Context: an optimization exercise on an open-source flow, tuned for small area, a short achievable clock period and few clock cycles. The choices shown serve that exercise and are no tape-out recipe. No run shown here included a check of the RTL's function; only the layout flow was run. Power figures rest on the tool's default switching activity, not on a simulated workload.

<file path="flow/flow/run.sh">
#!/bin/bash
set -euo pipefail
bash standard.sh \
    "BUFFER_PORTS_ARGS=-buffer_cell sky130_fd_sc_hd__buf_4" \
    SETUP_SLACK_MARGIN=6 \
    finish > make_finish.log 2>&1
</file>
<file path="flow/standard.sh">
#!/bin/bash
# synth_recipe.tcl (not shown) runs the flow's synth.tcl, then flattens the netlist and writes it again
# the make line also repeats each setting of config.mk as NAME=value (left out here)
make -C /OpenROAD-flow-scripts/flow DESIGN_CONFIG=/design/flow/config.mk WORK_HOME=/design/flow/orfs CLKGATE_MAP_FILE= SYNTH_SCRIPT=/design/flow/synth_recipe.tcl "${@:-finish}"
</file>
<file path="flow/config.mk">
export PLATFORM = sky130hd
export DESIGN_NAME = blind_frame_rx
export DESIGN_NICKNAME = blind_frame_rx
export VERILOG_FILES = /design/flow/design.v
export SDC_FILE = /design/flow/constraint.sdc
export NUM_CORES = 4
export LEC_CHECK = 0
export ABC_CLOCK_PERIOD_IN_PS = 2500
export CAP_MARGIN = 20
export CORE_MARGIN = 2
export CORE_UTILIZATION = 55
export CTS_CLUSTER_DIAMETER = 60
export CTS_CLUSTER_SIZE = 30
export SLEW_MARGIN = 20
</file>
<file path="flow/constraint.sdc">
create_clock -name core_clock -period 9.0 [get_ports {clk}]
set_input_delay 1.8000 -clock core_clock [delete_from_list [all_inputs] [get_ports {clk}]]
set_output_delay 1.8000 -clock core_clock [all_outputs]
set_load 0.01 [all_outputs]
</file>
<file path="flow/design.v">
module blind_frame_rx (
    input  wire       clk,
    input  wire       rst,         
    input  wire       in_valid,
    input  wire [7:0] in_data,
    output reg        in_ready,
    output reg        evt_valid,
    output reg  [1:0] evt_code,    
    output reg  [7:0] evt_arg0,
    output reg  [7:0] evt_arg1,
    output reg        pay_valid,
    output reg  [7:0] pay_data,
    output reg        pay_last,
    input  wire       pay_ready
);
    localparam [1:0] EV_NOISE    = 2'd0;
    localparam [1:0] EV_OVERFLOW = 2'd1;
    localparam [1:0] EV_FRAME    = 2'd2;
    localparam [1:0] EV_CRC_ERR  = 2'd3;
    localparam KW = 8;                  
    localparam KR = 8;                  
    localparam NW = 256 >> KW;
    localparam NR = 256 >> KR;
    function [7:0] crc8_step;
        input [7:0] a;
        input [7:0] b;
        integer i;
        reg [7:0] c;
        begin
            c = a ^ b;
            for (i = 0; i < 8; i = i + 1)
                c = c[7] ? ((c << 1) ^ 8'h07) : (c << 1);
            crc8_step = c;
        end
    endfunction
    reg       a_v, b_v;
    reg [7:0] a_d, b_d;
    wire      push = in_valid && in_ready;
    wire      pop;
    always @(posedge clk) begin
        if (rst) begin
            a_v      <= 1'b0;
            b_v      <= 1'b0;
            in_ready <= 1'b1;
        end else begin
            if (!a_v || pop) begin
                a_v      <= b_v || push;
                b_v      <= 1'b0;
                in_ready <= 1'b1;
            end else if (push) begin
                b_v      <= 1'b1;
                in_ready <= 1'b0;
            end
        end
    end
    always @(posedge clk) begin
        if (!a_v || pop)
            a_d <= b_v ? b_d : in_data;
        if (in_ready)
            b_d <= in_data;
    end
    reg  [7:0] ring [0:255];
    wire [NW-1:0] wsel;
    reg  [7:0] wdata;
    genvar g;
    generate
        for (g = 0; g < 256; g = g + 1) begin : st
            if ((g % (1 << KW)) == 1) begin : wt
                always @(posedge clk)
                    ring[g] <= wsel[g >> KW] ? wdata : ring[g - 1];
            end else begin : sh
                always @(posedge clk)
                    ring[g] <= ring[(g + 255) % 256];
            end
        end
    endgenerate
    localparam S0 = 0, S1 = 1, S2 = 2, SP = 3, SE = 4, SO = 5;
    reg  [5:0] s;                       
    reg  [7:0] wd, rd, fsd;             
    reg  [7:0] bqd0, bqd1;              
    reg  [8:0] occ;                     
    reg  [8:0] ac;                      
    reg        w_al, r_al;              
    reg  [7:0] k;                       
    reg        k1;                      
    reg        big;                     
    reg  [7:0] len, id, crc;
    reg  [7:0] rem;                     
    reg        rem0, rem1;              
    reg        skip;                    
    reg        bq_v0, bq_v1;            
    reg        sp_v;                    
    wire       consume = r_al && (ac != 9'd0) && (rem0 || skip || !sp_v);
    assign     pop     = a_v && w_al && (!occ[8] || consume);
    wire       idle    = !a_v && s[S0] && (occ == 9'd0);
    genvar j;
    generate
        if (NW == 1) begin : ws1
            assign wsel = pop;
        end else begin : wsn
            wire [7-KW:0] wtap = wd[7:KW];
            for (j = 0; j < NW; j = j + 1) begin : ws
                assign wsel[j] = pop && (wtap == j);
            end
        end
    endgenerate
    wire [7:0] b        = a_d;
    wire       is_aa    = (b == 8'hAA);
    wire       len_big  = (b[7:2] == 6'h3f) && (b[1:0] != 2'b00);
    wire       crc_ok   = (crc == b);
    wire       mark     = s[SE] && !crc_ok && !bq_v1 && (len != 8'd0);
    wire       commit   = s[S0] || s[S1] || (s[S2] && len_big) || (s[SP] && big) ||
                          (s[SE] && (crc_ok || len == 8'd0)) || mark || s[SO];
    wire       rewind   = s[SE] && !crc_ok && !commit;
    wire       bq_at    = bq_v0 && (bqd0 == rd);
    wire       bq_hit   = consume && rem0 && bq_at;
    always @(*) begin
        wdata = 8'h00;
        if ((s[S2] && !len_big) || (s[SP] && !big))
            wdata = b;
    end
    always @(posedge clk) begin
        evt_code <= s[SE] ? (crc_ok ? EV_FRAME : EV_CRC_ERR) :
                    s[SO] ? EV_OVERFLOW : EV_NOISE;
        evt_arg0 <= s[SE] ? (crc_ok ? id : crc) : b;
        evt_arg1 <= s[SE] ? (crc_ok ? len : b) : 8'h00;
        if (pop) begin
            if (s[S1]) id <= b;
            if (s[S2]) len <= b;
            if (s[S1])
                crc <= crc8_step(8'h00, b);
            else if (s[S2] || (s[SP] && !big))
                crc <= crc8_step(crc, b);
        end
        fsd <= (pop && s[S2]) ? wd + 8'd1 : fsd + 8'd1;
        bqd0 <= (bq_hit ? bqd1 : bqd0) + 8'd1;
        bqd1 <= bqd1 + 8'd1;
        if (pop && mark) begin
            if (bq_hit ? !bq_v1 : !bq_v0)
                bqd0 <= fsd + 8'd1;
            else
                bqd1 <= fsd + 8'd1;
        end
    end
    always @(posedge clk) begin
        if (rst) begin
            s         <= 6'b000001;
            wd        <= 8'd0;
            rd        <= 8'd0;
            occ       <= 9'd0;
            ac        <= 9'd0;
            w_al      <= 1'b1;
            r_al      <= 1'b1;
            big       <= 1'b0;
            k         <= 8'd0;
            k1        <= 1'b0;
            bq_v0     <= 1'b0;
            bq_v1     <= 1'b0;
            evt_valid <= 1'b0;
        end else begin
            evt_valid <= pop && ((s[S0] && !is_aa) || s[SE] || s[SO]);
            if (!idle) begin
                wd <= (pop && !rewind) ? wd : (pop ? fsd : wd) + 8'd1;
                rd <= consume ? rd : rd + 8'd1;
            end
            w_al <= pop ? (!rewind || (fsd[KW-1:0] == {KW{1'b1}})) :
                    idle ? w_al : (wd[KW-1:0] == {KW{1'b1}});
            r_al <= consume ? 1'b1 :
                    idle ? r_al : (rd[KR-1:0] == {KR{1'b1}});
            occ <= (pop ? (rewind ? {1'b0, rd - fsd} : occ + 9'd1) : occ) - {8'd0, consume};
            ac  <= ((pop && commit) ? occ + 9'd1 : ac) - {8'd0, consume};
            if (bq_hit) begin
                bq_v0 <= bq_v1;
                bq_v1 <= 1'b0;
            end
            if (pop && mark) begin
                if (bq_hit ? !bq_v1 : !bq_v0)
                    bq_v0 <= 1'b1;
                else
                    bq_v1 <= 1'b1;
            end
            if (pop) begin
                s <= 6'b0;
                if (s[S0]) s[is_aa ? S1 : S0] <= 1'b1;
                if (s[S1]) s[S2] <= 1'b1;
                if (s[S2]) begin
                    big <= len_big;
                    k   <= len_big ? 8'd253 : b;
                    k1  <= (b == 8'd1);
                    s[(b == 8'd0) ? SE : SP] <= 1'b1;
                end
                if (s[SP]) begin
                    k  <= k - 8'd1;
                    k1 <= (k == 8'd2);
                    s[!k1 ? SP : big ? SO : SE] <= 1'b1;
                end
                if (s[SE] || s[SO]) s[S0] <= 1'b1;
            end
        end
    end
    wire [7:0]    rdata;
    generate
        if (NR == 1) begin : rs1
            assign rdata = ring[0];
        end else begin : rsn
            wire [7-KR:0] rtap = rd[7:KR];
            assign rdata = ring[{rtap, {KR{1'b0}}}];
        end
    endgenerate
    always @(posedge clk) begin
        if (rst) begin
            rem  <= 8'd0;
            rem0 <= 1'b1;
            rem1 <= 1'b0;
            skip <= 1'b0;
        end else if (consume) begin
            if (rem0) begin
                skip <= bq_at;
                rem  <= rdata;
                rem0 <= (rdata == 8'd0);
                rem1 <= (rdata == 8'd1);
            end else begin
                rem  <= rem - 8'd1;
                rem0 <= rem1;
                rem1 <= (rem == 8'd2);
            end
        end
    end
    wire       main_free = !pay_valid || pay_ready;
    wire       out_push  = consume && !rem0 && !skip;
    reg  [7:0] sp_d;
    reg        sp_l;
    always @(posedge clk) begin
        if (rst) begin
            pay_valid <= 1'b0;
            sp_v      <= 1'b0;
        end else begin
            if (main_free) begin
                pay_valid <= sp_v || out_push;
                sp_v      <= 1'b0;
            end else if (out_push) begin
                sp_v      <= 1'b1;
            end
        end
    end
    always @(posedge clk) begin
        if (main_free) begin
            pay_data <= sp_v ? sp_d : rdata;
            pay_last <= sp_v ? sp_l : rem1;
        end
        if (!sp_v) begin
            sp_d <= rdata;
            sp_l <= rem1;
        end
    end
endmodule
</file>
==> results of run 1 <==
repair_timing:
item,4_1_cts,5_1_grt
pin swaps,16,12
cloned,1,1
setup buffers,46,9
setup endpoints to repair,97,44
resized for setup,102,22
logic make-up (layout without fill, tap and decap cells):
logic type,count (synthesis),in the layout,synth area share
fa+ha+maj,36,36,0.00911
xor+xnor,99,99,0.0173
buf+inv,89,328,0.00712
simple gates,347,348,0.0325
flops,2219,2219,0.894
mux,67,67,0.0141
compound gates,208,208,0.0262
per-layer routing:
layer,GRT usage,wire length [µm],part of all wire,vias to the layer above
met5,0,11,0.00016,-
met4,0.0532,1950,0.029,2
met3,0.0292,2720,0.040,124
met2,0.209,27300,0.41,313
met1,0.218,35200,0.52,9602
li1,-,-,-,10171
worst paths after layout:
kind                               endpoint  slack (ps)  depth (start not counted)
worst max-delay path                 occ[7]        5790                         13
worst min-delay path            ring[41][3]         300                          0
worst max register to register       occ[7]        5790                         13
worst min register to register  ring[41][3]         300                          0
per-stage QoR:
| stage | power, mW | setup slack (ps) | hold slack [ps] |
|---|---|---|---|
| final | 17.2 | 5790 | 300 |
| after CTS | 17.3 | 5830 | 302 |
| after global placement | 11.3 | 4640 | 310 |
| after floorplan | 11.1 | 5960 | 310 |
| after global routing | 17.9 | 5670 | 316 |
| after detailed placement | 11.4 | 4470 | 312 |
worst register-to-register path: cells and delay by family, from the launching register on:
kind / cells / cell delay, ps
buffers and inverters: 4 / 600
adder cells (fa/ha/maj): 1 / 190
XOR/XNOR: 1 / 120
AO/OA/AOI/OAI: 4 / 1120
AND/OR/NAND/NOR: 3 / 650
flip-flops: 1 / 460
synthesized netlist by cell type, types with 23 or more instances:
master / number / share of area
nor2_1: 120 / 0.0090
a21oi_1: 72 / 0.0072
nor3_1: 23 / 0.0023
xor2_1: 35 / 0.0061
nand3_1: 40 / 0.0040
clkbuf_1: 40 / 0.0030
nand2_1: 83 / 0.0062
mux2_2: 27 / 0.0060
dfxtp_1: 2170 / 0.86
ha_1: 35 / 0.0087
xnor2_1: 64 / 0.011
o21ai_0: 62 / 0.0062
inv_1: 31 / 0.0023
edfxtp_1: 49 / 0.029
mux2i_1: 39 / 0.0078
power breakdown:
part / leakage [nW] / switching, mW / internal, mW / total (mW)
logic: 2.61 / 0.661 / 0.541 / 1.20
clock network: 1.87 / 3.24 / 2.60 / 5.85
registers: 18.0 / 0.161 / 9.98 / 10.1
total: 22.5 / 4.06 / 13.1 / 17.2
cell usage in the layout (no fill, tap or decap), types with 28 or more instances in the layout:
| master | synthesis | routed |
|---|---|---|
| xnor2_1 | 64 | 61 |
| buf_6 | 1 | 37 |
| mux2i_1 | 39 | 36 |
| o21ai_0 | 62 | 59 |
| nand2_1 | 83 | 83 |
| dfxtp_1 | 2170 | 2144 |
| edfxtp_1 | 49 | 49 |
| clkbuf_16 | 0 | 109 |
| buf_4 | 2 | 62 |
| nor2_1 | 120 | 119 |
| a21oi_1 | 72 | 67 |
| xor2_1 | 35 | 35 |
| inv_1 | 31 | 30 |
| nand3_1 | 40 | 39 |
| ha_1 | 35 | 28 |
area by class of cell:
type / instances / share of cell area
multi-input cells: 758 / 0.0931
flip-flops and latches: 2219 / 0.793
clock inverters: 77 / 0.0204
well taps: 1176 / 0.0259
repair buffers: 103 / 0.0168
clock buffers: 115 / 0.0486
inverters: 33 / 0.00240
==> key figures, run 1 <==
Drt
  • Vias post-DR: ~20k
  • First drt pass iteration count: 5
  • 1st-iter DRT viols: 1,084
  • Routed wire length: 67,100 µm
  • DRC: 0
  • Detail-routed via count per cell: 4.51
  • Routed Antenna Nets: 0
  • Avg WL per Cell: roughly 15 µm

Clock tree
  • CTS tree: built
  • Clock latency at the later pin of the worst-skew pair: 720 ps
  • Clk slew on worst S/H paths: 100 ps
  • Root buffer cell: clkbuf_16
  • Max H-tree Level: 3
  • Clock Sinks: ~2.2k
  • Hold buffer count at cts: 0
  • Num CTS Buffers: 107
  • Max clock buf depth: 3

STA
  • F_max: 0.311 GHz
  • Final Hold Vio Count: 0
  • Endpoints failing setup: 0
  • Unrepaired setup endpoints after global routing: yes
  • Min Tclk post-route: 3210 ps
  • Slew @ Worst Pin: 789 ps
  • Fin Setup TNS: 0 ps
  • Rel. slew slack: 0.470
  • Worst Clk Skew: 34.5 ps
  • Final period util: 0.357
  • Final Max Slew Viols: 0

Cells and area
  • Post-route insts no fill: ~4.5k
  • Fillers: 6,562
  • Final design utilization: 0.628
  • Multi-input logic area: 5280 µm²
  • Final #Nets: 3,270
  • Register area: 45,000 µm²
  • Area grow syn2layout: 12.9%
  • Top flop regs: ring: 2048 flops, ac: 9 flops, occ: 9 flops
  • Final instance area: 56,700 µm²
  • Reg with most FFs: ring
  • Share of layout cells above drive strength 1: 0.121
  • Diodes inserted: 0
  • Max reg flops: 2,048

Floorplan
  • Initial Util: 0.557
  • Row count: between 100 and 150
  • Ports: 42
  • Die Ht: around 300 µm
  • Core footprint: roughly 90,000 µm²
  • Die area: 93,800 µm²
  • Die width: 306 µm

Power
  • Leak: 22.5 nW
  • PD cells: 303 nW/µm²
  • Peak VDD IR: 0.211 mV

Global route
  • Initial antenna violation count: 6
  • Total grt overflow: 0
  • Largest net degree at the start of global routing: 64
  • Vias in the first global route: ~21k
  • Global Route Usage Sum: 0.145
  • First-pass GRT wire length: approximately 110,000 µm

Critical path
  • Worst r2r src: a_d[6]
  • CP max FO: 4
  • CP max-delay cell: o31ai_1
  • Critical Setup Path Class: flip-flop to flip-flop
  • Crit path largest cell delay: 560 ps
  • CP Data Required Time: 9630 ps
  • Delay-heaviest family, CP: compound AO/OA/AOI/OAI gates
  • CP most frequent cell: buf_4
  • Critical Path AT: a little under 4000 ps
  • Worst path buffer plus inverter count: 4
  • Worst path cell trace: buf_6 -> xnor2_2 -> ha_2 -> nand3_4 -> nor3_4 -> buf_12 -> buf_4 -> o31ai_1 -> o41ai_4 -> a22o_1 -> buf_4 -> or4_4 -> a21oi_2
  • Type of origin of the critical path: flip-flop
  • CP Capture Type: flip-flop
  • Crit path launch: a_d[6]

Status
  • Status: no timing/DRC/antenna violations

Synth
  • Number of synthesized flops with an enable pin: 49
  • Top_reg_cell synth: dfxtp_1
  • Count of different cell masters after synthesis: 74
  • YS warnings: 2
  • Post-synth ARST share: 0
  • Synthesized instance count: 3,065
  • Syn Area/Cell: 16.4 µm²
  • Register area share after synthesis: 0.894
  • Mapped Area: 50,300 µm²
  • Synthesized flop and latch total: 2,219
  • Post-synth net total: a little over 3k

Placement
  • HPWL Detailed: 36,700 µm
  • Placed Area: 51,900 µm²
  • Port Buffers: 41
  • Placed Cells: 4,232
  • GPL Wtd Cong: 0.781

Job
  • Max Cap Viol: 0

Min path
  • Hold crit path type: flip-flop to flip-flop
  • Hold_sp: ring[40][3]
==> run 2: changes to the inputs <==
--- a/flow/config.mk
+++ b/flow/config.mk
@@ -8,7 +8,7 @@
 export ABC_CLOCK_PERIOD_IN_PS = 2500
 export CAP_MARGIN = 20
 export CORE_MARGIN = 2
-export CORE_UTILIZATION = 55
-export CTS_CLUSTER_DIAMETER = 60
-export CTS_CLUSTER_SIZE = 30
+export CORE_UTILIZATION = 60
+export CTS_CLUSTER_DIAMETER = 80
+export CTS_CLUSTER_SIZE = 36
 export SLEW_MARGIN = 20
==> run 2 against run 1 <==
Design area down 3.1%. Largest cell class unchanged. Clock power fell by 24%. Non-clock buffer count rose by 7. Wire length down 1.1%. Sequential share of layout area up 2.5 points. Power is 8.5% lower. Worst setup slack got worse by 11 ps. Core utilization rose by 3.1 points.
==> key figures, run 2 <==
Job
  • Max Cap Viol: 0

Synth
  • Count of different cell masters after synthesis: 74
  • Register area share after synthesis: 0.894
  • Top_reg_cell synth: dfxtp_1
  • Post-synth ARST share: 0
  • Number of synthesized flops with an enable pin: 49
  • Yosys top cell area share: 0.864
  • Mapped Area: 50,300 µm²
  • Main area contributors after synthesis: dfxtp_1 86%, edfxtp_1 2.9%, xnor2_1 1.1%, nor2_1 0.90%, ha_1 0.87%
  • Synthesized flop and latch total: 2,219
  • YS warnings: 2
  • Syn Area/Cell: ~16 µm²
  • Synthesized instance count: 3,065
  • Largest area contributor in the netlist: dfxtp_1
  • Synth cell count leaders: 2,170 x dfxtp_1, 120 x nor2_1, 83 x nand2_1
  • Post-synth net total: between 3k and 4k
  • Most common cell in the netlist: dfxtp_1

Global route
  • Vias in the first global route: 20.2k
  • Largest net degree at the start of global routing: 64
  • Initial antenna violation count: 3
  • Total grt overflow: 0
  • First-pass GRT wire length: 108,000 µm
  • Global Route Usage Sum: 0.157

Cells and area
  • Most frequent cells in the layout: 2,159 x dfxtp_1, 119 x nor2_1, 88 x buf_4
  • Max reg flops: 2,048
  • Fillers: 5,761
  • Diodes inserted: 0
  • Top flop regs: ring: 2048 flops, ac: 9 flops, occ: 9 flops
  • Area grow syn2layout: 9.33%
  • Reg with most FFs: ring
  • Commonest non-fill, non-tap cell in the layout: dfxtp_1
  • Final #Nets: around 3.2k
  • Share of layout cells above drive strength 1: 0.0916

Critical path
  • Type of origin of the critical path: flip-flop
  • Worst setup path endpoint: occ[8]
  • CP Data Required Time: 9560 ps
  • R2R depth: 14
  • CP Capture Type: flip-flop
  • CP max FO: 4
  • Reg2reg setup slack: 5780 ps
  • Critical Path AT: 3780 ps
  • R2R Path End: occ[8]
  • Critical Setup Path Class: flip-flop to flip-flop
  • Worst r2r src: a_d[7]
  • Crit path launch: a_d[7]

Drt
  • Vias post-DR: 19.9k
  • Routed wire length: 66,400 µm
  • Detail-routed via count per cell: roughly 4.6
  • Routed Antenna Nets: 0
  • Avg WL per Cell: around 15 µm
  • 1st-iter DRT viols: 925
  • DRC: 0
  • First drt pass iteration count: 5

Min path
  • Worst Hold Depth: 0
  • Hold_sp: ring[249][4]
  • Hold crit path type: flip-flop to flip-flop

Power
  • PD cells: 286 nW/µm²
  • Peak VDD IR: 0.207 mV
  • Total power: 15.7 mW
  • Leak: 21.7 nW

Floorplan
  • Die Ht: 293 µm
  • Row count: 106
  • Die width: 293 µm
  • Initial Util: 0.603
  • Ports: 42
  • Core footprint: 83,300 µm²
  • Die area: 86,100 µm²

Clock tree
  • Max H-tree Level: 3
  • Hold buffer count at cts: 0
  • Clk slew on worst S/H paths: 120 ps
  • Root buffer cell: clkbuf_16
  • Num CTS Buffers: 76
  • CTS tree: built
  • Max clock buf depth: 3
  • Clock latency at the later pin of the worst-skew pair: 670 ps
  • Clock Sinks: 2,219

STA
  • Final period util: 0.358
  • Fin Setup TNS: 0 ps
  • Endpoints failing setup: 0
  • Rel. slew slack: 0.484
  • Worst Clk Skew: 59.4 ps
  • Min Tclk post-route: 3220 ps
  • Slew @ Worst Pin: 767 ps
  • Final Hold Vio Count: 0
  • Unrepaired setup endpoints after global routing: yes
  • F_max: about 0.31 GHz
  • Final Max Slew Viols: 0

Placement
  • HPWL Detailed: 36,800 µm
  • GPL Wtd Cong: 0.809
  • Port Buffers: 41

Status
  • Status: no timing/DRC/antenna violations
## run 2: cell counts after synthesis
Identical to the previous run, type by type.
## run 2: logic make-up after synthesis
kind of cell / Yosys count / share of synthesized area
muxes: 67 / 0.0141
AOI/OAI and AO/OA: 208 / 0.0262
DFF: 2219 / 0.894
xor gates and xnor gates: 99 / 0.0173
adders and majority gates: 36 / 0.00911
and+or+nand+nor: 347 / 0.0325
buffers and inverters: 89 / 0.00712
## run 2: repair_timing
action,CTS,global route
buffers inserted,45,16
endpoints found under the hold margin,0,0
pin swaps,17,15
setup endpoints to repair,81,38
gates cloned,3,0
resized for setup,47,32
## run 2: metal layers
metal,GRT usage,vias to the layer above,part of all wire
met5,0,-,0
met4,0.0487,0,0.023
met3,0.0315,110,0.046
met2,0.229,282,0.42
met1,0.236,9499,0.52
li1,-,10043,-
## run 2: worst min path at each step
| stage | endpoint |
|---|---|
| floorplan | ring[0][0] |
| global placement | ring[158][7] |
| detailed placement | ring[106][4] |
| CTS | ring[250][4] |
| global route | ring[250][4] |
| finish | ring[250][4] |
## run 2: power by group
| group | internal, mW | switching, mW | leakage (nW) | total, mW |
|---|---|---|---|---|
| clock | 1.67 | 2.75 | 1.11 | 4.42 |
| sequential | 9.99 | 0.146 | 18.0 | 10.1 |
| combinational | 0.529 | 0.644 | 2.64 | 1.17 |
## run 2: cell type report
class | instances | area [µm²] | share of cell area
Timing Repair Buffer | 110 | 977 | 0.0178
Clock inverter | 16 | 338 | 0.00615
Clock buffer | 83 | 1970 | 0.0359
Sequential cell | 2219 | 44900 | 0.818
Multi-Input combinational cell | 758 | 5240 | 0.0954
Tap cell | 1080 | 1350 | 0.0246
Inverter | 33 | 134 | 0.00244
## run 2: through the flow
| stage | instances | instance area (µm²) | worst slack [ps] | hold slack (ps) | util |
|---|---|---|---|---|---|
| floorplan | 3065 | 50400 | 5960 | 310 | - |
| global placement | 4136 | 51800 | 4720 | 311 | 0.622 |
| detailed placement | 4136 | 51800 | 4500 | 312 | 0.622 |
| CTS | 4283 | 54700 | 5770 | 287 | 0.657 |
| global route | 4299 | 54900 | 5680 | 295 | 0.660 |
| finish | 4299 | 54900 | 5780 | 295 | 0.660 |
## run 2: worst max-delay path: stages, from the launching register on
cell and delay, ps:
edfxtp_1 500, xnor2_2 170, ha_2 200, nand3_4 90
nor3_4 50, buf_12 140, or3_4 410, mux2_4 340
a21oi_4 170, ha_4 170, inv_4 40, a31oi_4 140
and4bb_2 270, nor3b_4 200, mux2i_1 210
==> run 3: changes to the inputs <==
--- a/flow/design.v
+++ b/flow/design.v
@@ -93,6 +93,11 @@
     wire       consume = r_al && (ac != 9'd0) && (rem0 || skip || !sp_v);
     assign     pop     = a_v && w_al && (!occ[8] || consume);
     wire       idle    = !a_v && s[S0] && (occ == 9'd0);
+    wire [8:0] occ_keep = consume ? occ - 9'd1 : occ;
+    wire [8:0] occ_inc  = consume ? occ : occ + 9'd1;
+    wire [7:0] fs_r     = rd - fsd;                        
+    wire [8:0] occ_rew  = {1'b0, consume ? fs_r - 8'd1 : fs_r};
+    wire [8:0] ac_keep  = consume ? ac - 9'd1 : ac;
     genvar j;
     generate
         if (NW == 1) begin : ws1
@@ -167,8 +172,8 @@
                     idle ? w_al : (wd[KW-1:0] == {KW{1'b1}});
             r_al <= consume ? 1'b1 :
                     idle ? r_al : (rd[KR-1:0] == {KR{1'b1}});
-            occ <= (pop ? (rewind ? {1'b0, rd - fsd} : occ + 9'd1) : occ) - {8'd0, consume};
-            ac  <= ((pop && commit) ? occ + 9'd1 : ac) - {8'd0, consume};
+            occ <= !pop ? occ_keep : rewind ? occ_rew : occ_inc;
+            ac  <= (pop && commit) ? occ_inc : ac_keep;
             if (bq_hit) begin
                 bq_v0 <= bq_v1;
                 bq_v1 <= 1'b0;
--- a/flow/config.mk
+++ b/flow/config.mk
@@ -8,7 +8,7 @@
 export ABC_CLOCK_PERIOD_IN_PS = 2500
 export CAP_MARGIN = 20
 export CORE_MARGIN = 2
-export CORE_UTILIZATION = 60
-export CTS_CLUSTER_DIAMETER = 80
-export CTS_CLUSTER_SIZE = 36
+export CORE_UTILIZATION = 55
+export CTS_CLUSTER_DIAMETER = 60
+export CTS_CLUSTER_SIZE = 30
 export SLEW_MARGIN = 20
==> run 3 against run 2 <==
Still clean. Core utilization decreased by 4.0 points. Count of clock-buffer cells in the layout increased by 28. Global-route usage shrank 1.2 points. Die area grew 9.1%. Synthesized cell count hardly changed. Critical path depth down 13. Worst hold slack improved by 27 ps. Sequential cell count unchanged. Sequential power barely moved. Maximum frequency rose by 1.4%. Largest cell class unchanged.
==> key figures, run 3 <==
Synth
  • Count of different cell masters after synthesis: 84
  • Post-synth ARST share: 0
  • Register area share after synthesis: 0.893
  • Post-synth net total: between 3k and 4k
  • Largest area contributor in the netlist: dfxtp_1
  • Most common cell in the netlist: dfxtp_1
  • Top_reg_cell synth: dfxtp_1
  • Mapped Area: 50,300 µm²
  • Synthesized instance count: 3,067
  • YS warnings: 2
  • Synth cell count leaders: 2,170 x dfxtp_1, 95 x nand2_1, 95 x nor2_1
  • Synthesized flop and latch total: approximately 2.2k
  • Syn Area/Cell: approximately 16 µm²
  • Number of synthesized flops with an enable pin: a little under 50
  • Main area contributors after synthesis: dfxtp_1 86%, edfxtp_1 2.9%, xnor2_1 1.2%, ha_1 0.87%, nand2_1 0.71%
  • Yosys top cell area share: 0.863

Cells and area
  • Fillers: 6,596
  • Top flop regs: ring: 2048 flops, ac: 9 flops, occ: 9 flops
  • Reg with most FFs: ring
  • Area grow syn2layout: 11.2%
  • Register area: 44,900 µm²
  • Diodes inserted: 0
  • Most frequent cells in the layout: 2,156 x dfxtp_1, 106 x clkbuf_16, 94 x nand2_1, 94 x nor2_1, 71 x xnor2_1
  • Share of layout cells above drive strength 1: 0.0989
  • Commonest non-fill, non-tap cell in the layout: dfxtp_1
  • Max reg flops: 2,048
  • Multi-input logic area: 5100 µm²
  • Final #Nets: 3,250

STA
  • Final Max Slew Viols: 0
  • Min Tclk post-route: 3180 ps
  • Final period util: 0.353
  • Final worst slack: 5820 ps
  • Slew @ Worst Pin: 872 ps
  • Endpoints failing setup: 0
  • F_max: 0.315 GHz
  • Fin Setup TNS: 0 ps
  • Rel. slew slack: 0.417
  • Worst Clk Skew: 29.0 ps
  • Final Hold Vio Count: 0
  • Unrepaired setup endpoints after global routing: yes

Floorplan
  • Row count: 110
  • Initial Util: 0.557
  • Ports: 42
  • Die Ht: 306 µm
  • Core footprint: 90,300 µm²
  • Die width: slightly above 300 µm
  • Die area: 93,900 µm²

Placement
  • Port Buffers: 41
  • HPWL Detailed: 37,000 µm
  • GPL Wtd Cong: 0.799
  • Place WS: slightly above 5000 ps

Critical path
  • Crit path largest cell delay: slightly above 500 ps
  • CP Capture Type: primary output
  • Critical Setup Path Class: flip-flop to primary output
  • Worst r2r src: ac[1]
  • CP max-delay cell: edfxtp_1
  • CP max FO: 1
  • R2R depth: 13
  • Critical Path AT: 1380 ps
  • Worst path buffer plus inverter count: 1
  • CP Data Required Time: 7200 ps
  • R2R Path End: wd[6]
  • Reg2reg setup slack: 6040 ps
  • Delay-heaviest family, CP: flip-flops
  • Worst path cell trace: buf_6
  • Type of origin of the critical path: flip-flop

Global route
  • First-pass GRT wire length: 110,000 µm
  • Met1 usage: 0.226
  • Largest net degree at the start of global routing: 66
  • Initial antenna violation count: 0
  • Most Crowded Layer GR: met1
  • Met2 GRT Util: 0.199
  • Global Route Usage Sum: 0.145
  • Total grt overflow: 0
  • Vias in the first global route: roughly 20k
  • Met3 Use GR: 0.0305

Min path
  • Hold crit path type: flip-flop to flip-flop
  • Hold_sp: ring[65][0]
  • Worst Hold Depth: 0
  • Hold Crit Endpoint: ring[66][0]

Status
  • Status: no timing/DRC/antenna violations

Clock tree
  • Max H-tree Level: 3
  • Num CTS Buffers: around 110
  • CTS tree: built
  • Clk slew on worst S/H paths: 100 ps
  • Root buffer cell: clkbuf_16
  • Max clock buf depth: 3
  • Clock Sinks: between 2k and 2.5k
  • Clock latency at the later pin of the worst-skew pair: roughly 700 ps

Drt
  • Routed Antenna Nets: 0
  • Vias post-DR: just over 20k
  • Detail-routed via count per cell: 4.55
  • DRC: 0
  • First drt pass iteration count: 5
  • Routed wire length: about 67,000 µm
  • 1st-iter DRT viols: about 1.3k
  • Avg WL per Cell: 15.1 µm

Power
  • PD cells: 307 nW/µm²
  • Leak: 22.1 nW
  • Peak VDD IR: about 0.21 mV

Job
  • Max Cap Viol: 0
==> run 3: area by class of cell <==
type | count | share of cell area
tap | 1176 | 0.0263
multi-input combinational | 756 | 0.0911
sequential | 2219 | 0.803
clock buffer | 111 | 0.0481
timing repair buffer | 81 | 0.0124
inverter | 39 | 0.00262
clock inverter | 61 | 0.0165
==> run 3: timing repair <==
item / in CTS / in global routing
cloned: 2 / 1
buffers inserted: 18 / 19
hold buffers: 0 / 0
resized for setup: 33 / 21
endpoints found under the setup margin: 125 / 32
pin swaps: 4 / 5
==> run 3: worst max-delay path by stage <==
stage,end,cells past startpoint,slack [ps],from
floorplan,wd[6],14,6050,ac[2]
global placement,wd[6],11,5180,ac[2]
detailed placement,wd[6],11,5180,ac[2]
CTS,pay_last,1,5760,pay_last
global route,pay_last,1,5730,pay_last
finish,pay_last,1,5820,pay_last
==> run 3: per-stage QoR <==
step           std cells  hold slack [ps]  power [mW]  instance area (µm²)   util
5_1_grt             4443              324        17.9                56000  0.620
3_5_place_dp        4231              312        11.7                51900  0.574
2_1_floorplan       3067              310        11.4                50300      -
3_3_place_gp        4231              310        11.7                51900  0.574
4_1_cts             4423              324        17.3                55700  0.617
6_report            4443              323        17.2                56000  0.620
==> run 3: power breakdown <==
group / switching [mW] / internal, mW / total [mW] / leakage [nW]
sequential: 0.251 / 10.1 / 10.3 / 18.0
clock: 3.12 / 2.42 / 5.54 / 1.72
combinational: 0.779 / 0.554 / 1.33 / 2.37
==> run 3: cell families after synthesis <==
kind of cell	count (synthesis)	share of synthesized area
flip-flops	2219	0.893
multiplexers	33	0.00721
AO/OA/AOI/OAI	237	0.0316
adder cells (fa/ha/maj)	36	0.00910
XOR/XNOR	101	0.0177
buffers and inverters	95	0.00816
AND/OR/NAND/NOR	346	0.0337
==> run 3: worst reg2reg max path, stage by stage (launching register included) <==
cell	delay (ps)
dfxtp_1	340
inv_1	100
ha_1	140
or4b_4	520
o211ai_4	310
a21o_4	240
nand2_1	70
nand2_1	90
ha_2	250
and3_1	200
nand2_1	80
o21bai_1	130
a21oi_1	90
o221a_2	280
==> run 3: metal layers <==
layer,vias to the layer above,share of wire,wire length (µm)
met2,361,0.39,26100
met5,-,0,0
met3,119,0.045,2990
met4,0,0.028,1860
met1,9559,0.54,36100
li1,10170,-,-
==> run 4: changes to the inputs <==
--- a/flow/design.v
+++ b/flow/design.v
@@ -89,8 +89,9 @@
     reg        rem0, rem1;              
     reg        skip;                    
     reg        bq_v0, bq_v1;            
-    reg        sp_v;                    
-    wire       consume = r_al && (ac != 9'd0) && (rem0 || skip || !sp_v);
+    wire       main_free = !pay_valid || pay_ready;
+    wire       consume   = r_al && (ac != 9'd0) && (rem0 || skip || main_free);
+    wire       out_push  = consume && !rem0 && !skip;
     assign     pop     = a_v && w_al && (!occ[8] || consume);
     wire       idle    = !a_v && s[S0] && (occ == 9'd0);
     wire [8:0] occ_keep = consume ? occ - 9'd1 : occ;
@@ -231,31 +232,16 @@
             end
         end
     end
-    wire       main_free = !pay_valid || pay_ready;
-    wire       out_push  = consume && !rem0 && !skip;
-    reg  [7:0] sp_d;
-    reg        sp_l;
-    always @(posedge clk) begin
-        if (rst) begin
+    always @(posedge clk) begin
+        if (rst)
             pay_valid <= 1'b0;
-            sp_v      <= 1'b0;
-        end else begin
-            if (main_free) begin
-                pay_valid <= sp_v || out_push;
-                sp_v      <= 1'b0;
-            end else if (out_push) begin
-                sp_v      <= 1'b1;
-            end
-        end
+        else if (main_free)
+            pay_valid <= out_push;
     end
     always @(posedge clk) begin
         if (main_free) begin
-            pay_data <= sp_v ? sp_d : rdata;
-            pay_last <= sp_v ? sp_l : rem1;
-        end
-        if (!sp_v) begin
-            sp_d <= rdata;
-            sp_l <= rem1;
+            pay_data <= rdata;
+            pay_last <= rem1;
         end
     end
 endmodule
==> run 4 against run 3 <==
Count of clock-buffer cells in the layout grew 8. Die area shrank 0.69%. Synthesized cell count shrank 1.3%. Sequential share of layout area shrank 1.4 points. Clock power grew 8.8%. First-iteration DRC count shrank 11%. Core utilization grew 1.0 points. Critical path depth grew 11.
==> key figures, run 4 <==
Status
  • Status: no timing/DRC/antenna violations

Critical path
  • CP max-delay cell: a211o_1
  • Reg2reg setup slack: 6110 ps
  • WP depth: 12
  • Critical Setup Path Class: input pin to flip-flop
  • CP max FO: 6
  • Type of origin of the critical path: input pin
  • Delay-heaviest family, CP: compound AO/OA/AOI/OAI gates
  • CP Data Required Time: 9590 ps
  • CP most frequent cell: buf_12
  • Worst path cell trace: buf_8 -> nor4b_4 -> a211o_1 -> buf_12 -> a21o_4 -> buf_12 -> buf_6 -> o21ai_4 -> ha_4 -> buf_4 -> a21oi_1 -> a311o_1
  • R2R Path End: wd[6]
  • CP Capture Type: flip-flop
  • Crit path largest cell delay: around 340 ps
  • R2R depth: 11
  • Worst r2r src: a_d[3]
  • Worst path buffer plus inverter count: 5
  • Critical Path AT: 3720 ps

Synth
  • Post-synth net total: slightly above 3k
  • Largest area contributor in the netlist: dfxtp_1
  • Register area share after synthesis: 0.895
  • Yosys top cell area share: 0.865
  • Post-synth ARST share: 0
  • Synth cell count leaders: 2,160 x dfxtp_1, 89 x nor2_1, 79 x nand2_1
  • Synthesized instance count: between 3k and 4k
  • Main area contributors after synthesis: dfxtp_1 87%, edfxtp_1 2.9%, xnor2_1 1.1%, ha_1 0.88%, mux2i_1 0.72%
  • Top_reg_cell synth: dfxtp_1
  • Most common cell in the netlist: dfxtp_1
  • Syn Area/Cell: 16.5 µm²
  • Synthesized flop and latch total: between 2k and 2.5k
  • Count of different cell masters after synthesis: slightly below 70
  • Number of synthesized flops with an enable pin: 49
  • YS warnings: 2
  • Mapped Area: 50,000 µm²

Clock tree
  • Clock latency at the later pin of the worst-skew pair: 700 ps
  • Clock Sinks: approximately 2.2k
  • Max H-tree Level: 3
  • Root buffer cell: clkbuf_16
  • CTS tree: built
  • Clk slew on worst S/H paths: 100 ps
  • Num CTS Buffers: about 110
  • Hold buffer count at cts: 0
  • Max clock buf depth: 3

Power
  • Peak VDD IR: between 0.2 and 0.25 mV
  • Internal Pwr Total: 13.4 mW
  • Net Sw Power: 4.07 mW
  • PD cells: slightly above 300 nW/µm²
  • Net Sw Frac: 0.233
  • Total power: between 15 and 20 mW
  • Clock group share of total power: 0.346
  • Sequential power share: 0.582
  • Leak: 22.5 nW
  • Comb power frac: 0.072

Cells and area
  • Max reg flops: 2,048
  • Register area: approximately 45,000 µm²
  • Commonest non-fill, non-tap cell in the layout: dfxtp_1
  • Most frequent cells in the layout: 2,156 x dfxtp_1, 114 x clkbuf_16, 85 x buf_4
  • Reg with most FFs: ring
  • Final #Nets: 3,245
  • Fillers: 6,526
  • Multi-input logic area: 5170 µm²
  • Area grow syn2layout: 13.5%
  • Share of layout cells above drive strength 1: 0.119
  • Post-route insts no fill: approximately 4.5k
  • Top flop regs: ring: 2048 flops, ac: 9 flops, occ: 9 flops
  • Final design utilization: 0.630

STA
  • Worst Clk Skew: roughly 24 ps
  • Final worst slack: 5870 ps
  • Final period util: 0.348
  • Rel. slew slack: 0.389
  • Endpoints failing setup: 0
  • Unrepaired setup endpoints after global routing: yes
  • Fin Setup TNS: 0 ps
  • F_max: 0.319 GHz
  • Min Tclk post-route: 3130 ps
  • Final Hold Vio Count: 0
  • Final Max Slew Viols: 0
  • Slew @ Worst Pin: 917 ps

Drt
  • DRC: 0
  • Routed Antenna Nets: 0
  • Routed wire length: around 68,000 µm
  • Avg WL per Cell: 15.2 µm
  • Vias post-DR: around 20k
  • Detail-routed via count per cell: 4.55
  • 1st-iter DRT viols: 1,133
  • First drt pass iteration count: 5

Global route
  • Global Route Usage Sum: 0.147
  • Initial antenna violation count: 1
  • Vias in the first global route: 20.5k
  • Largest net degree at the start of global routing: 70
  • Total grt overflow: 0
  • First-pass GRT wire length: roughly 110,000 µm

Placement
  • GPL Wtd Cong: roughly 0.77
  • Place WS: 3960 ps
  • Port Buffers: between 40 and 50
  • Placed Cells: ~4.2k
  • HPWL Detailed: approximately 36,000 µm

Floorplan
  • Core footprint: roughly 90,000 µm²
  • Initial Util: 0.555
  • Die Ht: a little over 300 µm
  • Die area: 93,300 µm²
  • Row count: 110
  • Ports: 42
  • Die width: 305 µm

Min path
  • Hold_sp: ring[72][3]
  • Hold Crit Endpoint: ring[73][3]
  • Hold crit path type: flip-flop to flip-flop
  • Worst Hold Depth: 0

Job
  • Max Cap Viol: 0
-- run 4: cell count changes in the layout (fill, tap and decap cells not counted), sizes merged, moves of 7 or more --
| cell | delta |
|---|---|
| buf | +26 |
| a22oi | -7 |
| a22o | -7 |
| mux2i | +23 |
| dfxtp | -10 |
| o21ai | -15 |
| nand2 | -17 |
| inv | +16 |
| xor2 | +10 |
| bufinv | +7 |
| and3 | -7 |
| clkbuf | +9 |
-- run 4: area by class of cell --
cell class / count / share of cell area
Sequential cell: 2209 / 0.789
Multi-Input combinational cell: 727 / 0.0911
Clock buffer: 119 / 0.0506
Tap cell: 1176 / 0.0259
Clock inverter: 86 / 0.0215
Timing Repair Buffer: 112 / 0.0198
Inverter: 35 / 0.00236
Antenna cell: 1 / 0.0000441
-- run 4: per-layer routing --
metal,GRT usage,part of all wire,vias up
li1,-,-,10145
met1,0.222,0.52,9675
met2,0.213,0.41,354
met3,0.0271,0.038,150
met4,0.0514,0.030,0
met5,0,0,-
-- run 4: what timing repair did --
action                     CTS  global route
cloned                       5             2
setup buffers               37            20
setup endpoints to repair  114            44
resized for setup           47            29
pin swaps                   12            15
-- run 4: worst max-delay path by stage --
stage	endpoint	from	slack [ps]
finish	wd[6]	pay_ready	5870
global route	pay_data[7]	pay_data[7]	5810
CTS	pay_data[7]	pay_data[7]	5840
detailed placement	bqd1[1]	pay_ready	3960
global placement	wd[4]	pay_ready	3990
floorplan	wd[2]	pay_ready	5200
-- run 4: per-stage QoR --
| stage | hold WS (ps) | instance area, µm² |
|---|---|---|
| 2_1_floorplan | 310 | 50100 |
| 3_3_place_gp | 310 | 51700 |
| 3_5_place_dp | 312 | 51700 |
| 4_1_cts | 308 | 56400 |
| 5_1_grt | 318 | 56700 |
| 6_report | 312 | 56700 |
-- run 4: worst reg2reg max path: stages, from the launching register on --
cell	delay [ps]
edfxtp_1	530
xnor2_1	220
ha_1	170
nand3_1	120
nor3_2	170
buf_4	310
nand4b_1	160
buf_4	340
o21ai_0	130
a22o_1	190
and4b_1	190
a311o_1	250
-- run 4: cell families (layout without fill, tap and decap cells) --
group | count (synthesis) | after routing | synth area share
compound gates | 199 | 200 | 0.0260
xor+xnor | 105 | 105 | 0.0184
fa+ha+maj | 36 | 36 | 0.00916
buf+inv | 93 | 352 | 0.00744
flops | 2209 | 2209 | 0.895
mux | 54 | 54 | 0.0113
other cells | 0 | 1 | 0
simple gates | 331 | 332 | 0.0329
-- run 4: power groups by stage --
stage                     clock [mW]  combinational (mW)  sequential, mW
final                           6.03                1.25            10.1
after global routing            6.58                1.37            10.2
after CTS                       6.21                1.13            10.1
after detailed placement           0               0.945            10.4
after global placement             0               0.927            10.4
after floorplan                    0               0.727            10.3
==> run 5: changes to the inputs <==
--- a/flow/design.v
+++ b/flow/design.v
@@ -89,11 +89,11 @@
     reg        rem0, rem1;              
     reg        skip;                    
     reg        bq_v0, bq_v1;            
-    wire       main_free = !pay_valid || pay_ready;
-    wire       consume   = r_al && (ac != 9'd0) && (rem0 || skip || main_free);
-    wire       out_push  = consume && !rem0 && !skip;
+    reg        sp_v;                    
+    reg        ac_nz, occ_z;            
+    wire       consume = r_al && ac_nz && (rem0 || skip || !sp_v);
     assign     pop     = a_v && w_al && (!occ[8] || consume);
-    wire       idle    = !a_v && s[S0] && (occ == 9'd0);
+    wire       idle    = !a_v && s[S0] && occ_z;
     wire [8:0] occ_keep = consume ? occ - 9'd1 : occ;
     wire [8:0] occ_inc  = consume ? occ : occ + 9'd1;
     wire [7:0] fs_r     = rd - fsd;                        
@@ -155,6 +155,8 @@
             rd        <= 8'd0;
             occ       <= 9'd0;
             ac        <= 9'd0;
+            ac_nz     <= 1'b0;
+            occ_z     <= 1'b1;
             w_al      <= 1'b1;
             r_al      <= 1'b1;
             big       <= 1'b0;
@@ -175,6 +177,9 @@
                     idle ? r_al : (rd[KR-1:0] == {KR{1'b1}});
             occ <= !pop ? occ_keep : rewind ? occ_rew : occ_inc;
             ac  <= (pop && commit) ? occ_inc : ac_keep;
+            ac_nz <= (pop && commit) || (ac_nz && !(consume && ac == 9'd1));
+            occ_z <= !pop ? (consume ? (occ == 9'd1) : occ_z) :
+                     rewind && (fs_r == {7'd0, consume});
             if (bq_hit) begin
                 bq_v0 <= bq_v1;
                 bq_v1 <= 1'b0;
@@ -232,16 +237,33 @@
             end
         end
     end
-    always @(posedge clk) begin
-        if (rst)
+    wire       main_free = !pay_valid || pay_ready;
+    wire       out_push  = consume && !rem0 && !skip;
+    reg  [7:0] sp_d;
+    reg        sp_l;
+    always @(posedge clk) begin
+        if (rst) begin
             pay_valid <= 1'b0;
-        else if (main_free)
-            pay_valid <= out_push;
-    end
-    always @(posedge clk) begin
-        if (main_free) begin
-            pay_data <= rdata;
-            pay_last <= rem1;
+            sp_v      <= 1'b0;
+        end else begin
+            if (main_free) begin
+                pay_valid <= sp_v || out_push;
+                sp_v      <= 1'b0;
+            end else if (out_push) begin
+                sp_v      <= 1'b1;
+            end
+        end
+    end
+    reg  [7:0] pd_q;
+    reg        pl_q;
+    always @(posedge clk) begin
+        pd_q     <= main_free ? (sp_v ? sp_d : rdata) : pay_data;
+        pl_q     <= main_free ? (sp_v ? sp_l : rem1) : pay_last;
+        pay_data <= main_free ? (sp_v ? sp_d : rdata) : pd_q;
+        pay_last <= main_free ? (sp_v ? sp_l : rem1) : pl_q;
+        if (!sp_v) begin
+            sp_d <= rdata;
+            sp_l <= rem1;
         end
     end
 endmodule
==> run 5 against run 4 <==
Critical path depth decreased by 11. Wire length decreased by 1.4%. Register-to-register slack improved by 50 ps. Clock power decreased by 3%. Synthesized cell count increased by 2.0%. Global-route usage decreased by 0.29 points. Combinational power decreased by 45%. Via count decreased by 0.69%. Highest routed layer unchanged.
==> key figures, run 5 <==
Synth
  • Number of synthesized flops with an enable pin: 40
  • Mapped Area: 50,600 µm²
  • Simple-Gate Fraction of Synth Area: 0.0339
  • Register area share after synthesis: 0.891
  • Post-synth ARST share: 0
  • Syn Area/Cell: 16.4 µm²
  • Mux cell area share after synthesis: 0.0103
  • Count of different cell masters after synthesis: 75
  • Main combinational cell family by area after synthesis: simple AND/OR/NAND/NOR gates
  • Post-synth net total: 3,136
  • Adder and majority gate portion of the synthesized area: 0.00906
  • Yosys top cell area share: 0.867
  • Synthesized flop and latch total: about 2.2k
  • YS warnings: 2
  • Synth cell count leaders: 2,190 x dfxtp_1, 102 x nor2_1, 91 x nand2_1
  • Synthesized instance count: roughly 3k
  • Largest area contributor in the netlist: dfxtp_1
  • Main area contributors after synthesis: dfxtp_1 87%, edfxtp_1 2.4%, xnor2_1 1.3%, ha_1 0.87%, nor2_1 0.76%
  • Most common cell in the netlist: dfxtp_1
  • Synth Area in Compound Gates: 0.0288
  • Top_reg_cell synth: dfxtp_1
  • XOR/XNOR Fraction of Synth Area: 0.0198

Power
  • Internal Pwr Total: 12.9 mW
  • Leak: 22.3 nW
  • Comb power frac: 0.041
  • Total power: 16.7 mW
  • PD cells: 295 nW/µm²
  • Net Sw Power: 3.78 mW
  • Peak VDD IR: 0.191 mV
  • Sequential power share: 0.608
  • Clock group share of total power: 0.351
  • Net Sw Frac: 0.226

Drt
  • First drt pass iteration count: 5
  • Routed Antenna Nets: 0
  • Routed wire length: 66,800 µm
  • Detail-routed via count per cell: 4.50
  • 1st-iter DRT viols: 1,197
  • Avg WL per Cell: 14.9 µm
  • DRC: 0
  • Vias post-DR: 20.2k

Global route
  • First-pass GRT wire length: 110,000 µm
  • Vias in the first global route: 20.2k
  • Initial antenna violation count: 0
  • Total grt overflow: 0
  • Largest net degree at the start of global routing: 76
  • Global Route Usage Sum: 0.144

Floorplan
  • Row count: 111
  • Die Ht: 307 µm
  • Ports: 42
  • Core footprint: 91,400 µm²
  • Die width: 307 µm
  • Initial Util: 0.553
  • Die area: between 90,000 and 100,000 µm²

Critical path
  • Reg2reg setup slack: 6160 ps
  • Worst path buffer plus inverter count: 1
  • Crit path largest cell delay: 410 ps
  • Delay-heaviest family, CP: flip-flops
  • WP depth: 1
  • CP max FO: 2
  • R2R Path End: wd[2]
  • R2R depth: 11
  • Worst path cell trace: buf_6
  • Crit path launch: pay_data[3]
  • Critical Path AT: ~1200 ps
  • Worst setup path endpoint: pay_data[3]
  • Type of origin of the critical path: flip-flop
  • CP max-delay cell: dfxtp_4
  • Critical Setup Path Class: flip-flop to primary output
  • Worst r2r src: a_d[2]
  • CP Data Required Time: 7200 ps
  • CP Capture Type: primary output

Cells and area
  • Final design utilization: 0.618
  • Register area: 45,100 µm²
  • Max reg flops: 2,048
  • Top flop regs: ring: 2048 flops, ac: 9 flops, occ: 9 flops
  • Most frequent cells in the layout: 2,158 x dfxtp_1, 111 x clkbuf_16, 100 x nor2_1
  • Share of layout cells above drive strength 1: 0.103
  • Multi-input logic area: 5190 µm²
  • Diodes inserted: 0
  • Reg with most FFs: ring
  • Commonest non-fill, non-tap cell in the layout: dfxtp_1
  • Final #Nets: 3,259
  • Area grow syn2layout: 11.8%
  • Fillers: 6,718

STA
  • Fin Setup TNS: 0 ps
  • Min Tclk post-route: 3030 ps
  • Unrepaired setup endpoints after global routing: yes
  • Final Max Slew Viols: 0
  • Rel. slew slack: 0.276
  • Worst Clk Skew: 26.2 ps
  • Slew @ Worst Pin: 1090 ps
  • F_max: 0.330 GHz
  • Endpoints failing setup: 0
  • Worst Hold Slack: 320 ps
  • Final period util: 0.336
  • Final Hold Vio Count: 0

Clock tree
  • Clk slew on worst S/H paths: 90 ps
  • Root buffer cell: clkbuf_16
  • Max H-tree Level: 3
  • Hold buffer count at cts: 0
  • Num CTS Buffers: 109
  • CTS tree: built
  • Max clock buf depth: 3
  • Clock latency at the later pin of the worst-skew pair: ~720 ps
  • Clock Sinks: 2,230

Placement
  • GPL Wtd Cong: 0.789
  • HPWL Detailed: 36,900 µm
  • Port Buffers: 41

Min path
  • Hold crit path type: flip-flop to flip-flop

Job
  • Max Cap Viol: 0

Status
  • Status: no timing/DRC/antenna violations
## run 5: worst min path at each step
stage	startpoint	end	slack (ps)	cells past startpoint
after floorplan	ring[255][0]	ring[0][0]	310	0
after global placement	ring[35][0]	ring[36][0]	310	0
after detailed placement	ring[255][3]	ring[0][3]	310	0
after CTS	ring[5][5]	ring[6][5]	320	0
after global routing	ring[1][7]	ring[2][7]	320	0
final	ring[5][5]	ring[6][5]	320	0
## run 5: cells by family (layout without fill, tap and decap cells)
group                    Yosys count  after routing
AO/OA/AOI/OAI                    218            218
XOR/XNOR                         112            112
adder cells (fa/ha/maj)           36             36
buffers and inverters             92            299
flip-flops                      2230           2230
multiplexers                      49             49
AND/OR/NAND/NOR                  351            351
## run 5: cell type report
class / instances / area share
Clock inverter: 73 / 0.0189
Inverter: 33 / 0.00219
Sequential cell: 2230 / 0.798
Tap cell: 1186 / 0.0263
Timing Repair Buffer: 71 / 0.0115
Multi-Input combinational cell: 766 / 0.0918
Clock buffer: 122 / 0.0511
## run 5: power by group through the flow
stage                     combinational [mW]  clock (mW)  sequential (mW)
after detailed placement               0.648           0             10.4
after global routing                   0.759        6.39             10.2
final                                  0.685        5.85             10.1
after CTS                              0.683        6.03             10.1
after global placement                 0.650           0             10.4
after floorplan                        0.485           0             10.3
## run 5: routing by layer
layer	global-route usage	up-vias	wire length, µm
met5	0	-	0
met4	0.0501	0	1570
met3	0.0257	113	2500
met2	0.201	287	26600
met1	0.226	9574	36100
li1	-	10209	-
## run 5: stage by stage
step / std cells / worst slack, ps / area (µm²)
2_1_floorplan: 3088 / 6220 / 50600
3_3_place_gp: 4262 / 5420 / 52200
3_5_place_dp: 4262 / 5300 / 52200
4_1_cts: 4479 / 5910 / 56500
5_1_grt: 4481 / 5910 / 56500
6_report: 4481 / 5970 / 56500
## run 5: what timing repair did
action                     in CTS  in global routing
pin swaps                       1                  0
setup endpoints to repair      81                 33
buffers inserted               22                  2
resized for setup              75                  6
hold endpoints to repair        0                  0
==> run 6: changes to the inputs <==
--- a/flow/design.v
+++ b/flow/design.v
@@ -17,10 +17,16 @@
     localparam [1:0] EV_OVERFLOW = 2'd1;
     localparam [1:0] EV_FRAME    = 2'd2;
     localparam [1:0] EV_CRC_ERR  = 2'd3;
-    localparam KW = 8;                  
-    localparam KR = 8;                  
-    localparam NW = 256 >> KW;
-    localparam NR = 256 >> KR;
+    localparam N = 254;                 
+    function [7:0] inc;
+        input [7:0] x;
+        inc = (x == N - 1) ? 8'd0 : x + 8'd1;
+    endfunction
+    function [7:0] subn;
+        input [7:0] x;
+        input [7:0] y;
+        subn = (x < y) ? x - y - (8'd256 - N) : x - y;
+    endfunction
     function [7:0] crc8_step;
         input [7:0] a;
         input [7:0] b;
@@ -59,18 +65,17 @@
         if (in_ready)
             b_d <= in_data;
     end
-    reg  [7:0] ring [0:255];
-    wire [NW-1:0] wsel;
+    reg  [7:0] ring [0:N-1];
     reg  [7:0] wdata;
     genvar g;
     generate
-        for (g = 0; g < 256; g = g + 1) begin : st
-            if ((g % (1 << KW)) == 1) begin : wt
+        for (g = 0; g < N; g = g + 1) begin : st
+            if (g == 1) begin : wt
                 always @(posedge clk)
-                    ring[g] <= wsel[g >> KW] ? wdata : ring[g - 1];
+                    ring[g] <= pop ? wdata : ring[g - 1];
             end else begin : sh
                 always @(posedge clk)
-                    ring[g] <= ring[(g + 255) % 256];
+                    ring[g] <= ring[(g + N - 1) % N];
             end
         end
     endgenerate
@@ -78,8 +83,9 @@
     reg  [5:0] s;                       
     reg  [7:0] wd, rd, fsd;             
     reg  [7:0] bqd0, bqd1;              
-    reg  [8:0] occ;                     
-    reg  [8:0] ac;                      
+    reg  [7:0] occ;                     
+    reg  [7:0] ac;                      
+    reg        full;                    
     reg        w_al, r_al;              
     reg  [7:0] k;                       
     reg        k1;                      
@@ -92,24 +98,13 @@
     reg        sp_v;                    
     reg        ac_nz, occ_z;            
     wire       consume = r_al && ac_nz && (rem0 || skip || !sp_v);
-    assign     pop     = a_v && w_al && (!occ[8] || consume);
+    assign     pop     = a_v && w_al && (!full || consume);
     wire       idle    = !a_v && s[S0] && occ_z;
-    wire [8:0] occ_keep = consume ? occ - 9'd1 : occ;
-    wire [8:0] occ_inc  = consume ? occ : occ + 9'd1;
-    wire [7:0] fs_r     = rd - fsd;                        
-    wire [8:0] occ_rew  = {1'b0, consume ? fs_r - 8'd1 : fs_r};
-    wire [8:0] ac_keep  = consume ? ac - 9'd1 : ac;
-    genvar j;
-    generate
-        if (NW == 1) begin : ws1
-            assign wsel = pop;
-        end else begin : wsn
-            wire [7-KW:0] wtap = wd[7:KW];
-            for (j = 0; j < NW; j = j + 1) begin : ws
-                assign wsel[j] = pop && (wtap == j);
-            end
-        end
-    endgenerate
+    wire [7:0] occ_keep = consume ? occ - 8'd1 : occ;
+    wire [7:0] occ_inc  = consume ? occ : occ + 8'd1;
+    wire [7:0] fs_r     = subn(rd, fsd);                   
+    wire [7:0] occ_rew  = consume ? fs_r - 8'd1 : fs_r;
+    wire [7:0] ac_keep  = consume ? ac - 8'd1 : ac;
     wire [7:0] b        = a_d;
     wire       is_aa    = (b == 8'hAA);
     wire       len_big  = (b[7:2] == 6'h3f) && (b[1:0] != 2'b00);
@@ -138,14 +133,14 @@
             else if (s[S2] || (s[SP] && !big))
                 crc <= crc8_step(crc, b);
         end
-        fsd <= (pop && s[S2]) ? wd + 8'd1 : fsd + 8'd1;
-        bqd0 <= (bq_hit ? bqd1 : bqd0) + 8'd1;
-        bqd1 <= bqd1 + 8'd1;
+        fsd <= inc((pop && s[S2]) ? wd : fsd);
+        bqd0 <= inc(bq_hit ? bqd1 : bqd0);
+        bqd1 <= inc(bqd1);
         if (pop && mark) begin
             if (bq_hit ? !bq_v1 : !bq_v0)
-                bqd0 <= fsd + 8'd1;
+                bqd0 <= inc(fsd);
             else
-                bqd1 <= fsd + 8'd1;
+                bqd1 <= inc(fsd);
         end
     end
     always @(posedge clk) begin
@@ -153,8 +148,9 @@
             s         <= 6'b000001;
             wd        <= 8'd0;
             rd        <= 8'd0;
-            occ       <= 9'd0;
-            ac        <= 9'd0;
+            occ       <= 8'd0;
+            ac        <= 8'd0;
+            full      <= 1'b0;
             ac_nz     <= 1'b0;
             occ_z     <= 1'b1;
             w_al      <= 1'b1;
@@ -168,18 +164,20 @@
         end else begin
             evt_valid <= pop && ((s[S0] && !is_aa) || s[SE] || s[SO]);
             if (!idle) begin
-                wd <= (pop && !rewind) ? wd : (pop ? fsd : wd) + 8'd1;
-                rd <= consume ? rd : rd + 8'd1;
-            end
-            w_al <= pop ? (!rewind || (fsd[KW-1:0] == {KW{1'b1}})) :
-                    idle ? w_al : (wd[KW-1:0] == {KW{1'b1}});
+                wd <= (pop && !rewind) ? wd : inc(pop ? fsd : wd);
+                rd <= consume ? rd : inc(rd);
+            end
+            w_al <= pop ? (!rewind || (fsd == N - 1)) :
+                    idle ? w_al : (wd == N - 1);
             r_al <= consume ? 1'b1 :
-                    idle ? r_al : (rd[KR-1:0] == {KR{1'b1}});
+                    idle ? r_al : (rd == N - 1);
             occ <= !pop ? occ_keep : rewind ? occ_rew : occ_inc;
             ac  <= (pop && commit) ? occ_inc : ac_keep;
-            ac_nz <= (pop && commit) || (ac_nz && !(consume && ac == 9'd1));
-            occ_z <= !pop ? (consume ? (occ == 9'd1) : occ_z) :
+            ac_nz <= (pop && commit) || (ac_nz && !(consume && ac == 8'd1));
+            occ_z <= !pop ? (consume ? (occ == 8'd1) : occ_z) :
                      rewind && (fs_r == {7'd0, consume});
+            full  <= !pop ? (full && !consume) :
+                     !rewind && (consume ? full : (occ == N - 1));
             if (bq_hit) begin
                 bq_v0 <= bq_v1;
                 bq_v1 <= 1'b0;
@@ -209,15 +207,7 @@
             end
         end
     end
-    wire [7:0]    rdata;
-    generate
-        if (NR == 1) begin : rs1
-            assign rdata = ring[0];
-        end else begin : rsn
-            wire [7-KR:0] rtap = rd[7:KR];
-            assign rdata = ring[{rtap, {KR{1'b0}}}];
-        end
-    endgenerate
+    wire [7:0] rdata = ring[0];
     always @(posedge clk) begin
         if (rst) begin
             rem  <= 8'd0;
==> run 6 against run 5 <==
Sequential cell count shrank 17. Clock skew grew 10 ps. Worst hold slack lost 21 ps. Sequential power is essentially flat. Via count grew 1.8%. Wire length shrank 3.5%. Synthesized cell count grew 2.2%. Critical path depth is the same. Design area is essentially flat. First-iteration DRC count shrank 3.8%. Non-clock buffer count grew 10. Highest routed layer is now met5.
==> key figures, run 6 <==
Drt
  • First drt pass iteration count: 5
  • Avg WL per Cell: ~14 µm
  • Vias post-DR: 20.5k
  • DRC: 0
  • Routed wire length: ~64,000 µm
  • Detail-routed via count per cell: 4.51
  • Routed Antenna Nets: 0
  • 1st-iter DRT viols: 1,151

Cells and area
  • Final design utilization: 0.619
  • Area grow syn2layout: 11.7%
  • Post-route insts no fill: 4,557
  • Reg with most FFs: ring
  • Final instance area: about 57,000 µm²
  • Share of layout cells above drive strength 1: 0.107
  • Most frequent cells in the layout: 2,143 x dfxtp_1, 118 x nor2_1, 109 x clkbuf_16
  • Final #Nets: 3,345
  • Diodes inserted: 0
  • Commonest non-fill, non-tap cell in the layout: dfxtp_1
  • Max reg flops: 2,032

Global route
  • Initial antenna violation count: 4
  • Total grt overflow: 0
  • First-pass GRT wire length: 107,000 µm
  • Largest net degree at the start of global routing: 66
  • Global Route Usage Sum: 0.139
  • Vias in the first global route: 20.8k

Critical path
  • CP max-delay cell: dfxtp_4
  • Critical Setup Path Class: flip-flop to primary output
  • Crit path largest cell delay: 370 ps
  • Worst path cell trace: buf_6
  • Worst path buffer plus inverter count: 1
  • Delay-heaviest family, CP: flip-flops
  • Critical Path AT: about 1200 ps
  • CP max FO: 2
  • CP Data Required Time: 7200 ps
  • Type of origin of the critical path: flip-flop
  • Reg2reg setup slack: 6040 ps
  • CP Capture Type: primary output

STA
  • Min Tclk post-route: around 3000 ps
  • Final Max Slew Viols: 0
  • Final Hold Vio Count: 0
  • Endpoints failing setup: 0
  • Slew @ Worst Pin: 859 ps
  • Fin Setup TNS: 0 ps
  • Rel. slew slack: 0.427
  • Worst Clk Skew: 36.5 ps
  • Final period util: 0.331
  • F_max: approximately 0.34 GHz
  • Unrepaired setup endpoints after global routing: yes

Placement
  • HPWL Detailed: 36,100 µm
  • Placed Area: 52,200 µm²
  • GPL Wtd Cong: approximately 0.8
  • Placed Cells: 4,331
  • Port Buffers: ~40

Synth
  • Post-synth ARST share: 0
  • Number of synthesized flops with an enable pin: 40
  • Mux cell area share after synthesis: 0.0110
  • Largest area contributor in the netlist: dfxtp_1
  • XOR/XNOR Fraction of Synth Area: 0.0201
  • Synth Area in Compound Gates: 0.0301
  • Register area share after synthesis: 0.883
  • Mapped Area: roughly 51,000 µm²
  • Adder and majority gate portion of the synthesized area: 0.0110
  • Main area contributors after synthesis: dfxtp_1 86%, edfxtp_1 2.4%, xnor2_1 1.2%, ha_1 1.1%, nor2_1 0.88%
  • Synthesized flop and latch total: 2,213
  • Synthesized instance count: around 3.2k
  • Main combinational cell family by area after synthesis: simple AND/OR/NAND/NOR gates
  • Syn Area/Cell: ~16 µm²
  • Yosys top cell area share: 0.859
  • YS warnings: 3
  • Most common cell in the netlist: dfxtp_1
  • Top_reg_cell synth: dfxtp_1
  • Post-synth net total: around 3.2k
  • Count of different cell masters after synthesis: 76
  • Simple-Gate Fraction of Synth Area: 0.0362
  • Synth cell count leaders: 2,173 x dfxtp_1, 119 x nor2_1, 107 x nand2_1

Floorplan
  • Die Ht: 307 µm
  • Ports: between 40 and 50
  • Die width: just over 300 µm
  • Core footprint: 91,400 µm²
  • Initial Util: 0.554
  • Die area: about 95,000 µm²
  • Row count: 111

Job
  • Max Cap Viol: 0

Status
  • Status: no timing/DRC/antenna violations

Clock tree
  • Num CTS Buffers: ~110
  • Clock latency at the later pin of the worst-skew pair: 700 ps
  • Clock Sinks: 2,213
  • Clk slew on worst S/H paths: 100 ps
  • Root buffer cell: clkbuf_16
  • CTS tree: built
  • Hold buffer count at cts: 0
  • Max clock buf depth: 3
  • Max H-tree Level: 3

Power
  • Total power: roughly 17 mW
  • PD cells: 294 nW/µm²
  • Peak VDD IR: 0.216 mV
  • Leak: 22.3 nW

Min path
  • Hold crit path type: flip-flop to flip-flop
## run 6: final timing paths
kind	startpoint	to	cells past startpoint
min	ring[11][1]	ring[12][1]	0
max reg2reg	rd[0]	occ[4]	14
min reg2reg	ring[11][1]	ring[12][1]	0
max	pay_valid	pay_valid	1
## run 6: where the power goes
part	switching, mW	internal, mW	total, mW	leakage (nW)
clock	3.14	2.49	5.63	1.79
sequential	0.136	9.91	10.1	17.9
combinational	0.536	0.426	0.962	2.64
total	3.81	12.8	16.6	22.3
## run 6: stage by stage
stage                     hold WS, ps  setup slack (ps)
after CTS                         298              5950
after detailed placement          312              5130
after floorplan                   310              6060
after global placement            310              5220
final                             300              6020
after global routing              298              5920
## run 6: kinds of logic after synthesis
kind of cell	after synthesis
buffers and inverters	110
AO/OA/AOI/OAI	236
adder cells (fa/ha/maj)	44
AND/OR/NAND/NOR	387
multiplexers	53
flip-flops	2213
XOR/XNOR	114
## run 6: cell type report
type / count / area [µm²]
inverters: 52 / 198
clock inverters: 75 / 942
flip-flops and latches: 2213 / 44800
multi-input cells: 834 / 5690
repair buffers: 81 / 718
well taps: 1186 / 1480
clock buffers: 116 / 2770
fillers: 6763 / 34800
## run 6: repair_timing
item,CTS,global route
gates resized for setup,66,38
hold endpoints to repair,0,0
pin swaps,6,17
setup buffers,23,12
setup endpoints to repair,78,52
## run 6: metal layers
metal,routed length [µm],track usage,vias up
li1,-,-,10416
met1,33200,0.206,9647
met2,26200,0.200,354
met3,3480,0.0349,123
met4,1560,0.0438,2
met5,13,0,-

port drivers added, routing unchanged:
Ports are ideal in the flow. The routed layouts listed here were re-timed in OpenROAD.
Step 1: set_driving_cell puts a clkbuf_16 on clk and a buf_2 on each other input, an assumption about the parent block.
Step 2, shift: input delay + t, output delay - t, t = (earliest + latest rising clock arrival at the registers) / 2. This alone moves slack from input paths to output paths.
Three values: ideal ports, drivers, drivers and shift; two values: the first two.
run	shift t [ns]	setup WS [ns]	slew at the worst register clock pin (ns)
run 1	0.756	5.788 / 5.788 / 5.788	0.10 / 0.10
run 2	0.707	5.776 / 5.776 / 5.776	0.12 / 0.12
run 3	0.758	5.822 / 5.748 / 5.498	0.11 / 0.11
run 4	0.748	5.865 / 5.842 / 5.115	0.10 / 0.10
run 5	0.774	5.972 / 5.902 / 5.721	0.11 / 0.11
run 6	0.742	6.017 / 5.958 / 5.770	0.11 / 0.11
After both steps setup and hold are still met in every run listed. For run 4, which loses most, drivers alone change the setup slack by -0.023 ns; drivers and shift together by -0.750 ns.
